This is an optimization exercise on Yosys and OpenROAD, whose aim is small area, a short achievable clock period and few clock cycles per item, not a production implementation. The RTL was checked by simulation tests, not by an equivalence proof against the original design. Power is estimated from default activity; no workload was simulated.

Setup of zinc:
==> flow/design.v (excerpt) <==
module tfv_frontend (
    input              clk,
    input              rst,             
    input              start,           
    input              clear,           
    input      [7:0]   codec_sel,       
    input      [1:0]   transport_sel,   
    input      [31:0]  buf_len,         
    output             mem_req,
    output     [10:0]  mem_addr,
    input              mem_gnt,
    input      [7:0]   mem_rdata,
    output     [1:0]   state,           
    output     [3:0]   err_code,
    output     [7:0]   err_detail,
    output     [31:0]  err_offset,
    output     [63:0]  err_expected,
    output     [63:0]  err_actual,
    output     [15:0]  crc_result,
    output     [7:0]   rec_count,
    output     [31:0]  rec_size,
    output             dg_valid,
    output     [15:0]  dg_packet_id,
    output     [7:0]   dg_seq_id,
    output     [15:0]  dg_decl_len,
    output     [119:0] dev_id
);
clock: 6.0 ns
lec_check: 0
abc_clock_period_in_ps: 3000
cap_margin: 20
core_margin: 2
core_utilization: 40
setup_slack_margin: 3.0
slew_margin: 20
standard.sh (not shown) runs the stock make flow with config.mk's settings and CLKGATE_MAP_FILE= SYNTH_SCRIPT=/design/flow/synth_recipe.tcl, a recipe that flattens the netlist after the stock synthesis.
==> flow/flow/run.sh <==
#!/bin/bash
export BUFFER_PORTS_ARGS="-buffer_cell sky130_fd_sc_hd__buf_1"
bash standard.sh > standard.log 2>&1
Testbench counts of zinc, summed over its fixed seeds: cycles 62,792, frames 384.
Input-level comparison between juniper and zinc:
Settings: setting TNS_END_PERCENT to 10 for the first time; removing ABC_CLOCK_PERIOD_IN_PS (formerly 3000); setting ABC_AREA to 1 for the first time.
--- outcome ---
- Commonest non-fill, non-tap cell in the layout = sky130_fd_sc_hd__nor2_1: zinc; commonest non-fill, non-tap cell in the layout = sky130_fd_sc_hd__nand2_1: juniper
- juniper vs. zinc: minimum clock period has increased, reported clock group power went down about 4%, global-route usage now larger.
- zinc → juniper: number of cells in the design after placement increased about 16%, setup fix buffers added after clock tree synthesis decreased 73, maximum frequency from static timing analysis decreased about 6%, global routing usage on met3 increased 0.36 points, synthesized area increased 690 sq um.
What cedar does differently from juniper at the input level:
Settings: a change of CORE_UTILIZATION from 40 to 50; an added CTS_CLUSTER_DIAMETER of 150; an added CTS_CLUSTER_SIZE of 20; a deleted TNS_END_PERCENT that had been 10; a change of SETUP_SLACK_MARGIN from 3.0 to 3.1.
[summary]
cedar ran to completion and came out clean on the timing, design-rule and antenna checks. Data arrival time of the critical path was lower in the run labelled juniper. Critical path buffer and inverter count for cedar is higher than for juniper. Compared with juniper, cedar shows a higher utilization after layout. Sort cedar and juniper by switching power asc -> top: cedar. Re smallest setup slack after layout: cedar is 260 ps up on juniper. Diff juniper..cedar | area fraction in and, or, nand and nor cells after synthesis | unchanged. Comparing cedar and juniper, number of antenna violations at the first check in global routing is higher on juniper. Sequential share of power for cedar: 4.1 points up relative to juniper.
Setup changes, cedar to willow
Settings: CORE_UTILIZATION changed from 50 to 40; SETUP_SLACK_MARGIN changed from 3.1 to 3.15.
Findings:
- Taking cedar as the reference point, the instance count after placement with tap cells included of willow rises by 2.9%.
- Between cedar and willow, total met2 wirelength after detailed routing increased.
- Diff cedar -> willow: wire length climbed about 3%; area added between synthesis and finish climbed 1.6 points.
- A type of the worst setup path of flop to output port is what willow shows, while input pin to flop belongs to cedar.
Modified inputs, harbor compared to willow
Settings: swapping 3.15 for 3.3 in SETUP_SLACK_MARGIN.
[summary]
Looking only at highest achievable clock rate, and setting everything else aside, the higher value of willow and harbor goes to willow. Relative to willow, share of power burned in the clock network has decreased by 1.7 points in harbor. Routed wire length for harbor: about 8% up relative to willow. Summary: with willow as the reference, first-pass GRT wire length in harbor moved up by a few percent. harbor has completed all stages; timing, DRC and antenna checks passed. A highest-power group of combinational logic is what harbor shows, while sequential cells belongs to willow. Total power after layout: harbor higher than willow. Changes observed in harbor relative to willow: total instance count after detailed placement comparable, total cell area at the placement stage neither gained nor lost much, number of global-route vias before repair rose by 888, insertion delay of the later-clocked pin in the worst-skew pair -20 ps. met4 as the highest routing layer actually used was reported by harbor, and met5 by willow.

## job 3006
tfv_frontend again, from the RTL that the note above started with.
clock: 6.0 ns
lec_check: 0
abc_area: 1
cap_margin: 20
core_margin: 2
core_utilization: 40
cts_cluster_diameter: 150
cts_cluster_size: 16
setup_slack_margin: 3.1
slew_margin: 20
Scripts as last shown in full above: flow/flow/run.sh
Testbench counts of job 3006, summed over its fixed seeds: cycles 62,792, frames 384.
Input-level comparison between job 3143 and job 3006:
# job 3006
export LEC_CHECK = 0
export ABC_AREA = 1
export CAP_MARGIN = 20
export CORE_MARGIN = 2
export CORE_UTILIZATION = 40
export CTS_CLUSTER_DIAMETER = 150
export CTS_CLUSTER_SIZE = 16
export SETUP_SLACK_MARGIN = 3.1
export SLEW_MARGIN = 20
create_clock -name core_clock -period 6.0 [get_ports {clk}]
# job 3143
export LEC_CHECK = 0
export ABC_AREA = 1
export CAP_MARGIN = 20
export CORE_MARGIN = 2
export CORE_UTILIZATION = 40
export CTS_CLUSTER_DIAMETER = 150
export CTS_CLUSTER_SIZE = 24
export SETUP_SLACK_MARGIN = 3.15
export SLEW_MARGIN = 20
create_clock -name core_clock -period 6.0 [get_ports {clk}]
Findings:
Total routed wire length on the met1 layer: job 3143 > job 3006
Job 3143 against job 3006: layout net count now larger, final-layout worst hold slack now sits at about the same level, sequential share of layout area has decreased, total power went down, clock insertion delay at the later pin of the skew report went down by 0.02 ns.
Taking job 3006 as the reference point, the clock-pin slew of the registers on the worst-case setup and hold paths of job 3143 rises by 0.02 ns.
Changes in job 4751 relative to job 3143:
# job 3143
export LEC_CHECK = 0
export ABC_AREA = 1
export CAP_MARGIN = 20
export CORE_MARGIN = 2
export CORE_UTILIZATION = 40
export CTS_CLUSTER_DIAMETER = 150
export CTS_CLUSTER_SIZE = 24
export SETUP_SLACK_MARGIN = 3.15
export SLEW_MARGIN = 20
create_clock -name core_clock -period 6.0 [get_ports {clk}]
# job 4751
export LEC_CHECK = 0
export ABC_AREA = 1
export CAP_MARGIN = 20
export CORE_MARGIN = 2
export CORE_UTILIZATION = 40
export CTS_CLUSTER_DIAMETER = 150
export CTS_CLUSTER_SIZE = 20
export SETUP_SLACK_MARGIN = 3.2
export SLEW_MARGIN = 20
create_clock -name core_clock -period 6.0 [get_ports {clk}]
Job 4751 ended up with ndg as its origin of the worst setup path; job 3143 ended up with nx[1]. Changes observed in job 4751 relative to job 3143: clock buffer instance count of the final layout shows an increase of 22%, global-route wire length before repair shows an increase of about 3%, wire length after detailed routing shows an increase of 3.4%, count of flip-flops with a built-in enable after synthesis shows no meaningful change, via count shows an increase of 182. Post-route minimum period | job 4751 above job 3143. Job 3143 → job 4751: share of the clock period used by the worst path closely matched the old numbers; critical path depth increased by 1 relative to the old numbers; final critical-path setup slack decreased by 0.0052 ns relative to the old numbers.

port drivers added, routing unchanged:
How much do the figures lean on ideal ports? The routed layouts below were timed once more, with nothing changed but the port constraints.
Step 1 (the two cells are an assumption about what drives the block):
set clk [get_ports {clk}]
set_driving_cell -lib_cell sky130_fd_sc_hd__clkbuf_16 $clk
set_driving_cell -lib_cell sky130_fd_sc_hd__buf_2 [delete_from_list [all_inputs] $clk]
Step 2 times the ports against the registers' clock, not the clock port: input delays grow and output delays shrink by t, the midpoint of the rising clock arrivals with the driver on.
Slacks: no drivers / after step 1 / after step 2; pairs: no drivers / after step 1.
run | shift t [ns] | setup WS [ns] | hold slack, ns | cell pins on the clock port's net
zinc | 0.645 | 2.985 / 2.985 / 2.374 | 0.450 / 0.450 / 0.450 | 1
juniper | 0.649 | 2.800 / 2.742 / 2.288 | 0.448 / 0.448 / 0.448 | 1
cedar | 0.578 | 3.062 / 3.033 / 2.525 | 0.454 / 0.454 / 0.454 | 1
willow | 0.588 | 3.158 / 3.097 / 2.696 | 0.457 / 0.457 / 0.457 | 1
harbor | 0.584 | 3.132 / 3.070 / 2.719 | 0.484 / 0.484 / 0.484 | 1
job 3006 | 0.596 | 3.106 / 3.052 / 2.548 | 0.455 / 0.455 / 0.455 | 1
job 3143 | 0.578 | 3.153 / 3.091 / 2.649 | 0.458 / 0.458 / 0.458 | 1
job 4751 | 0.584 | 3.148 / 3.088 / 2.662 | 0.455 / 0.455 / 0.455 | 1
After both steps every run listed still meets setup and hold. The setup slack of zinc, which loses most, moves by 0.000 ns with the drivers and by -0.611 ns with both steps.
